This is an optimization exercise on Yosys and OpenROAD, whose aim is small area, not a production implementation. Function was checked by simulation only, so behaviour that the tests miss may differ from the original. The clock input has no modelled driver; a real chip could not lean on it and would need a root buffer or a full tree. No activity file was given, so power comes from the tool's default toggle rates.

==> build 42 <==
==> flow/design.v (excerpt) <==
module mdu_rx_engine (
    input  wire        clk,
    input  wire        rst,           
    input  wire        t_valid,
    input  wire [31:0] t_us,
    output wire        t_ready,
    input  wire [2:0]  rate,          
    input  wire        selected,      
    input  wire        q_pop,         
    output reg         q_full,        
    output reg         rx_active,
    output reg         frame_start,   
    output reg         byte_valid,    
    output wire [7:0]  byte_data,
    output reg         pkt_done,      
    output wire        pkt_queued,
    output wire        pkt_nack,
    output wire        pkt_ack,
    output reg         ack_pulse,     
    output wire [31:0] ack_dur
);
==> flow/config.mk <==
export PLATFORM = sky130hd
export DESIGN_NAME = mdu_rx_engine
export DESIGN_NICKNAME = mdu_rx_engine
export VERILOG_FILES = /design/flow/design.v
export SDC_FILE = /design/flow/constraint.sdc
export NUM_CORES = 4
export LEC_CHECK = 0
export CAP_MARGIN = 20
export CORE_MARGIN = 2
export CORE_UTILIZATION = 40
export PLACE_DENSITY = 0.6
export SLEW_MARGIN = 20
==> flow/constraint.sdc <==
create_clock -name core_clock -period 10.0 [get_ports {clk}]
set_input_delay 2.0000 -clock core_clock [delete_from_list [all_inputs] [get_ports {clk}]]
set_output_delay 2.0000 -clock core_clock [all_outputs]
set_load 0.01 [all_outputs]
standard.sh (not shown) runs the stock make flow with config.mk's settings and CLKGATE_MAP_FILE= SYNTH_SCRIPT=/design/flow/synth_recipe.tcl, a recipe that flattens the netlist after the stock synthesis.
==> flow/flow/run.sh <==
#!/bin/bash
# Layout flow: the standard flow (standard.sh) with these changes.
#  1. After the standard synthesis, its combinational logic is re-mapped for
#     area by flow/ropt.sh; the registers stay as synthesis made them.
#  2. The port buffers that placement inserts use the smallest buffer cell,
#     and power recovery after global routing downsizes non-critical cells.
#  3. The clock tree is four clkbuf_8, one per quarter of the flip-flops,
#     built by flow/clock_tree.tcl as the cts step's PRE_CTS hook.
#  4. The constant outputs share one tie cell (no tie fanout repair).
# Each tool's output goes to a log file in this folder.
set -euo pipefail
R=orfs/results/$FLOW_PLATFORM/mdu_rx_engine/base
ARGS=("BUFFER_PORTS_ARGS=-buffer_cell sky130_fd_sc_hd__buf_1" "RECOVER_POWER=100"
      "PRE_CTS_TCL=$(pwd)/flow/clock_tree.tcl"
      "SKIP_REPAIR_TIE_FANOUT=1")
bash standard.sh "${ARGS[@]}" synth > log_standard_synth.txt 2>&1
cp $R/1_2_yosys.v std_1_2_yosys.v
bash flow/ropt.sh std_1_2_yosys.v ropt_1_2_yosys.v > log_ropt.txt 2>&1
cp ropt_1_2_yosys.v $R/1_2_yosys.v
touch $R/1_2_yosys.v
bash standard.sh "${ARGS[@]}" finish > log_standard_finish.txt 2>&1
==> flow/flow/clock_tree.tcl <==
# Clock tree for this small design, run as the PRE_CTS hook of the standard
# cts step. The flip-flops are split into four groups by position (halves
# by x, then halves by y); each group gets one clkbuf_8, placed at the
# group's centre, which the clock port drives directly (four cell pins).
# TritonCTS is then not run: its H-tree would use nine buffers here.
set block [ord::get_db_block]
set db [ord::get_db]
set clkname [get_full_name [lindex [get_property [lindex [all_clocks] 0] sources] 0]]
set clknet [$block findNet $clkname]
set bufm [$db findMaster sky130_fd_sc_hd__clkbuf_8]
set sinks {}
foreach it [$clknet getITerms] {
  set inst [$it getInst]
  if {[[$it getMTerm] getName] eq "CLK"} {
    set loc [$inst getLocation]
    set m [$inst getMaster]
    lappend sinks [list [expr {[lindex $loc 0] + [$m getWidth] / 2}] [expr {[lindex $loc 1] + [$m getHeight] / 2}] $it]
  }
}
set n [llength $sinks]
puts "manual clock tree: $n sinks"
set byx [lsort -integer -index 0 $sinks]
set h [expr {$n / 2}]
set groups {}
foreach half [list [lrange $byx 0 [expr {$h - 1}]] [lrange $byx $h end]] {
  set byy [lsort -integer -index 1 $half]
  set q [expr {[llength $byy] / 2}]
  lappend groups [lrange $byy 0 [expr {$q - 1}]] [lrange $byy $q end]
}
set i 0
foreach g $groups {
  set sx 0; set sy 0
  foreach s $g { incr sx [lindex $s 0]; incr sy [lindex $s 1] }
  set cx [expr {$sx / [llength $g]}]
  set cy [expr {$sy / [llength $g]}]
  set buf [odb::dbInst_create $block $bufm "clkbuf_manual_$i"]
  set net [odb::dbNet_create $block "clk_manual_$i"]
  $net setSigType CLOCK
  [$buf findITerm A] connect $clknet
  [$buf findITerm X] connect $net
  foreach s $g {
    set it [lindex $s 2]
    $it disconnect
    $it connect $net
  }
  $buf setLocation [expr {$cx - [$bufm getWidth] / 2}] [expr {$cy - [$bufm getHeight] / 2}]
  $buf setPlacementStatus PLACED
  puts "manual clock tree: buffer $i drives [llength $g] sinks at ($cx, $cy)"
  incr i
}
proc clock_tree_synthesis {args} {
  puts "clock_tree_synthesis skipped: the clock tree was built by the PRE_CTS hook"
}
==> flow/flow/ropt.sh <==
#!/bin/bash
# Re-map the combinational logic of the standard synthesis netlist for area.
# The flip-flop instances (and so their names and cell types) are kept as they are.
# ABC's deepsyn (time-limited) runs with sixteen seeds, four at a time, and the smallest
# result is kept; if all fail, a fixed ABC script is used.
# usage: ropt.sh in.v out.v
set -uo pipefail
LIB=$FLOW_HOME/platforms/$FLOW_PLATFORM/lib/sky130_fd_sc_hd__tt_025C_1v80.lib
HERE=$(cd "$(dirname "$0")" && pwd)
DU=$(sed 's/^/-dont_use /' "$HERE/dontuse.txt" | tr '\n' ' ')
DST=${ROPT_T:-150}
S2='strash;dc2;dch,-f;map,-a;mfs2;strash;dc2;&get,-n;&st;&dch,-f;&nf,-R,1000;&put;strash;dc2;&get,-n;&st;&dch,-f;&nf,-R,1000;&put'
run() {
cat > ropt_$3.ys <<EOF
read_liberty -ignore_miss_func $LIB
blackbox sky130_fd_sc_hd__dfxtp_1
read_verilog $1
hierarchy -top $FLOW_TOP
flatten
opt_clean -purge
abc -liberty $LIB $DU -script +$4
opt_clean -purge
hilomap -singleton -hicell sky130_fd_sc_hd__conb_1 HI -locell sky130_fd_sc_hd__conb_1 LO
splitnets
opt_clean -purge
insbuf -buf sky130_fd_sc_hd__buf_4 A X
opt_clean -purge
autoname
read_liberty -lib $LIB
hierarchy -top $FLOW_TOP
check -assert
tee -o ropt_stat_$3.txt stat -liberty $LIB
write_verilog -noattr -noexpr -nohex -nodec $2
EOF
timeout 900 yosys -s ropt_$3.ys > log_ropt_$3.txt 2>&1
}
SEEDS="1 2 3 4 5 6 7 8 9 10 11 12 13 14 15 16"
n=0
for s in $SEEDS; do
  run "$1" ropt_ds$s.v ds$s "&get,-n;&deepsyn,-S,$s,-T,$DST;&put;strash;&get,-n;&st;&dch,-f;&nf,-R,1000;&put" &
  n=$((n+1))
  if [ $((n % 4)) -eq 0 ]; then wait; fi
done
wait
best=""; barea=""
for s in $SEEDS; do
  a=$(grep -s 'Chip area' ropt_stat_ds$s.txt | awk '{print $NF}')
  if [ -n "$a" ] && [ -s ropt_ds$s.v ]; then
    echo "ropt: seed $s area $a"
    if [ -z "$barea" ] || awk "BEGIN{exit !($a < $barea)}"; then best=$s; barea=$a; fi
  fi
done
if [ -n "$best" ]; then
  echo "ropt: deepsyn seed $best used"
  cp ropt_ds$best.v "$2"
else
  echo "ropt: deepsyn failed, using the fixed script"
  run "$1" "$2" fixed "$S2"
fi
Other scripts of this flow, unchanged in this note and not shown: flow/flow/dontuse.txt
==> build 3 (differences from build 42) <==
--- a/flow/design.v
+++ b/flow/design.v
@@ -176,13 +176,14 @@
     assign k149 = t_us[7] & ~(k148);
     assign k150 = k149 | rate[2];
     assign k151 = k146 & ~(k150);
     assign k152 = k138 & ~(k151);
     assign k153 = k68 & ~(k152);
     assign c_ack = k153 | fa;
-    wire fwin;
+    reg fwin;
+    always @(posedge clk) fwin <= fa;
     reg [6:0] dur;
     always @* begin
         if (fwin) dur = 7'd100;
         else case (rate)
             3'd1: dur = 7'd10;
             3'd2: dur = 7'd20;
@@ -196,40 +197,38 @@
     reg  [1:0] st;
     reg  [4:0] ph;
     assign t_ready = &ph;
     wire acc  = t_valid & t_ready & ~rst;
     wire s_pre = st == ST_PRE, s_data = st == ST_DATA, s_end = st == ST_END, s_ack = st == ST_ACK;
     wire step = acc & s_data & c_bit;     
-    wire ph_in = ph[4] ^ ph[2] ^ ~|ph[3:0];
-    always @(posedge clk) ph <= {ph[3:0], ph_in | step};
-    reg  [2:0] cnt;
-    wire t0 = cnt == 3'd0, t1 = cnt == 3'd1, t2 = cnt == 3'd2, t3 = cnt == 3'd3;
-    wire t4 = cnt == 3'd4, t5 = cnt == 3'd5, t6 = cnt == 3'd6, t7 = cnt == 3'd7;
+    always @(posedge clk) ph <= (ph + 5'd1) | {5{step}};
+    reg  [3:0] cnt;
+    wire t0 = ~cnt[3] & ~cnt[0], t1 = cnt[0] & ~cnt[1], t2 = cnt[1] & ~cnt[2], t3 = cnt[2] & ~cnt[3];
+    wire t4 =  cnt[3] &  cnt[0], t5 = ~cnt[0] & cnt[1], t6 = ~cnt[1] & cnt[2], t7 = ~cnt[2] & cnt[3];
     reg [7:0]  ab;       
     reg [31:0] c32;      
     reg [7:0]  c8;       
     assign byte_data = ab;
-    always @(posedge clk) ab <= {ab[6:0], step ? c_one : (acc & s_ack) ? fa : ab[7]};
-    assign fwin = ab[0];
+    always @(posedge clk) ab <= {ab[6:0], step ? c_one : ab[7]};
     wire fb32 = step & c32[31];
     localparam [31:0] POLY = 32'h04C11DB7;
     integer i;
     always @(posedge clk) begin
         c32[0] <= s_pre | (c32[31] ^ (step & c_one));
         for (i = 1; i < 32; i = i + 1)
             c32[i] <= c32[i-1] ^ (POLY[i] & fb32);
     end
     wire [7:0] vt;
-    assign vt[0] = t1 | t3 | t7;
-    assign vt[1] = t0;
-    assign vt[2] = t0 | t2 | t6;
-    assign vt[3] = t1 | t3;
-    assign vt[4] = t0 | t3 | t5;
-    assign vt[5] = t2;
-    assign vt[6] = t2 | t4;
-    assign vt[7] = t1;
+    assign vt[0] = t3 | t5 | t6;
+    assign vt[1] = t4 | t7;
+    assign vt[2] = t2 | t4 | t5 | t7;
+    assign vt[3] = t5 | t7;
+    assign vt[4] = t1 | t5 | t7;
+    assign vt[5] = t6;
+    assign vt[6] = t0 | t4 | t6 | t7;
+    assign vt[7] = t5;
     wire       fb8 = step & c8[0];
     wire [7:0] m8  = vt & {8{step & c_one}};
     always @(posedge clk) begin
         c8[7] <= ~s_pre & (c8[0] ^ m8[7]);
         c8[6] <= c8[7] ^ m8[6];
         c8[5] <= c8[6] ^ m8[5];
@@ -281,24 +280,24 @@
                 | (s_pre & (c_inv | (c_zero & ~cnt[1])))
                 | ((s_data | s_end) & c_inv)
                 | (last & len_cap)
                 | (s_ack & ~ackok);                      
     wire e_byte = last & ~len_cap;
     wire e_pkt  = s_end & c_one;
-    wire e_ack  = ackok & ((nack & (t1 | t2 | t3)) | (ack & (t5 | t6 | t7)));
+    wire e_ack  = ackok & ((nack & cnt[0] & ~cnt[3]) | (ack & cnt[3] & ~cnt[0]));
     always @(posedge clk) begin
         frame_start <= acc & go;
         byte_valid  <= acc & e_byte;
         pkt_done    <= acc & e_pkt;
         ack_pulse   <= acc & e_ack;
     end
     always @(posedge clk) begin
         if (rst | (acc & (rxr | go)))
-            cnt <= 3'd0;
-        else if (acc & ((s_pre & c_one & ~cnt[1]) | (s_data & c_bit) | ackok))
-            cnt <= cnt + 3'd1;
+            cnt <= 4'd0;
+        else if (acc & ((s_pre & c_one) | (s_data & c_bit) | ackok))
+            cnt <= {cnt[2:0], s_pre | ~cnt[3]};
     end
     always @(posedge clk) begin
         if (rst) begin
             st <= ST_PRE;
         end else if (acc) begin
             if (ovr)
==> flow/flow/run.sh (replaced) <==
#!/bin/bash
# Layout flow: the standard flow (standard.sh) with two changes.
#  1. After the standard synthesis, its combinational logic is re-mapped for
#     area by flow/ropt.sh; the registers stay as synthesis made them.
#  2. The port buffers that placement inserts use the smallest buffer cell,
#     and power recovery after global routing downsizes non-critical cells.
#  3. Clock tree synthesis uses clkbuf_8 and inserts no dummy loads.
# Each tool's output goes to a log file in this folder.
set -euo pipefail
R=orfs/results/$FLOW_PLATFORM/mdu_rx_engine/base
ARGS=("BUFFER_PORTS_ARGS=-buffer_cell sky130_fd_sc_hd__buf_1" "RECOVER_POWER=100"
      "CTS_ARGS=-sink_clustering_enable -repair_clock_nets -dont_use_dummy_load -buf_list sky130_fd_sc_hd__clkbuf_8")
bash standard.sh "${ARGS[@]}" synth > log_standard_synth.txt 2>&1
cp $R/1_2_yosys.v std_1_2_yosys.v
bash flow/ropt.sh std_1_2_yosys.v ropt_1_2_yosys.v > log_ropt.txt 2>&1
cp ropt_1_2_yosys.v $R/1_2_yosys.v
touch $R/1_2_yosys.v
bash standard.sh "${ARGS[@]}" finish > log_standard_finish.txt 2>&1
==> flow/flow/ropt.sh (replaced) <==
#!/bin/bash
# Re-map the combinational logic of the standard synthesis netlist for area.
# The flip-flop instances (and so their names and cell types) are kept as they are.
# usage: ropt.sh in.v out.v
set -euo pipefail
LIB=$FLOW_HOME/platforms/$FLOW_PLATFORM/lib/sky130_fd_sc_hd__tt_025C_1v80.lib
HERE=$(cd "$(dirname "$0")" && pwd)
DU=$(sed 's/^/-dont_use /' "$HERE/dontuse.txt" | tr '\n' ' ')
S="strash;dc2;dch,-f;map,-a;mfs2;strash;dc2;&get,-n;&st;&dch,-f;&nf,-R,1000;&put;strash;dc2;&get,-n;&st;&dch,-f;&nf,-R,1000;&put"
cat > ropt.ys <<EOF
read_liberty -ignore_miss_func $LIB
blackbox sky130_fd_sc_hd__dfxtp_1
read_verilog $1
hierarchy -top $FLOW_TOP
flatten
opt_clean -purge
abc -liberty $LIB $DU -script +$S
opt_clean -purge
hilomap -singleton -hicell sky130_fd_sc_hd__conb_1 HI -locell sky130_fd_sc_hd__conb_1 LO
splitnets
opt_clean -purge
insbuf -buf sky130_fd_sc_hd__buf_4 A X
opt_clean -purge
autoname
read_liberty -lib $LIB
hierarchy -top $FLOW_TOP
check -assert
tee -o ropt_stat.txt stat -liberty $LIB
write_verilog -noattr -noexpr -nohex -nodec $2
EOF
yosys -s ropt.ys
removed: flow/flow/clock_tree.tcl
==> notes.md <==
- Clock Pin Slew Worst Setup and Hold Paths: 0.11 ns
- Final min period: 6.09 ns
- Largest net degree at the start of global routing: 26
- Min-delay src: c32[12]
- Tap cell count: 105
- Met2 Wirelength: 3390 um
- Worst slew pin tran: 0.811 ns
- Pwr Total: 451 uW
- Core Region: 8090 um^2
- Final hold slack: 0.355 ns
- CP startpoint: t_us[23]
- Outcome: complete, no violations
# the run above: build 42

==> notes.md <==
- Outcome: complete, no violations
- Final hold slack: 0.336 ns
- Final min period: 5.23 ns
- Core Region: 8590 um^2
- CP startpoint: rate[2]
- Min-delay src: c32[14]
- Met2 Wirelength: 3400 um
- Worst slew pin tran: 0.781 ns
- Clock Pin Slew Worst Setup and Hold Paths: 0.09 ns
# the run above: build 3

The clock cells of build 42 come from the design's own scripts or RTL, not from TritonCTS.

-- static timing again, ports no longer ideal --
How much do the figures lean on ideal ports? The routed layouts below were timed once more, with nothing changed but the port constraints. Step 1 sets driving cells, clkbuf_16 on the clock port and buf_2 on the other inputs (assumed; they add their load-dependent delay and slew). Step 2 moves the port delays by t, midway between the first and last clock arrival at a register: inputs arrive t later, outputs are due t later. That takes back most of the time a late clock gives input paths. a / b / c = ideal / step 1 / step 2; a / b = the first two.
run	t (ns)	setup WS [ns]	pins driven straight from the clock port
build 42	0.224	3.910 / 3.950 / 3.726	4
build 3	0.363	4.775 / 4.783 / 4.420	1
After both steps every run listed still meets setup and hold. For build 3, which loses most, drivers alone change the setup slack by +0.008 ns; drivers and shift together by -0.355 ns.
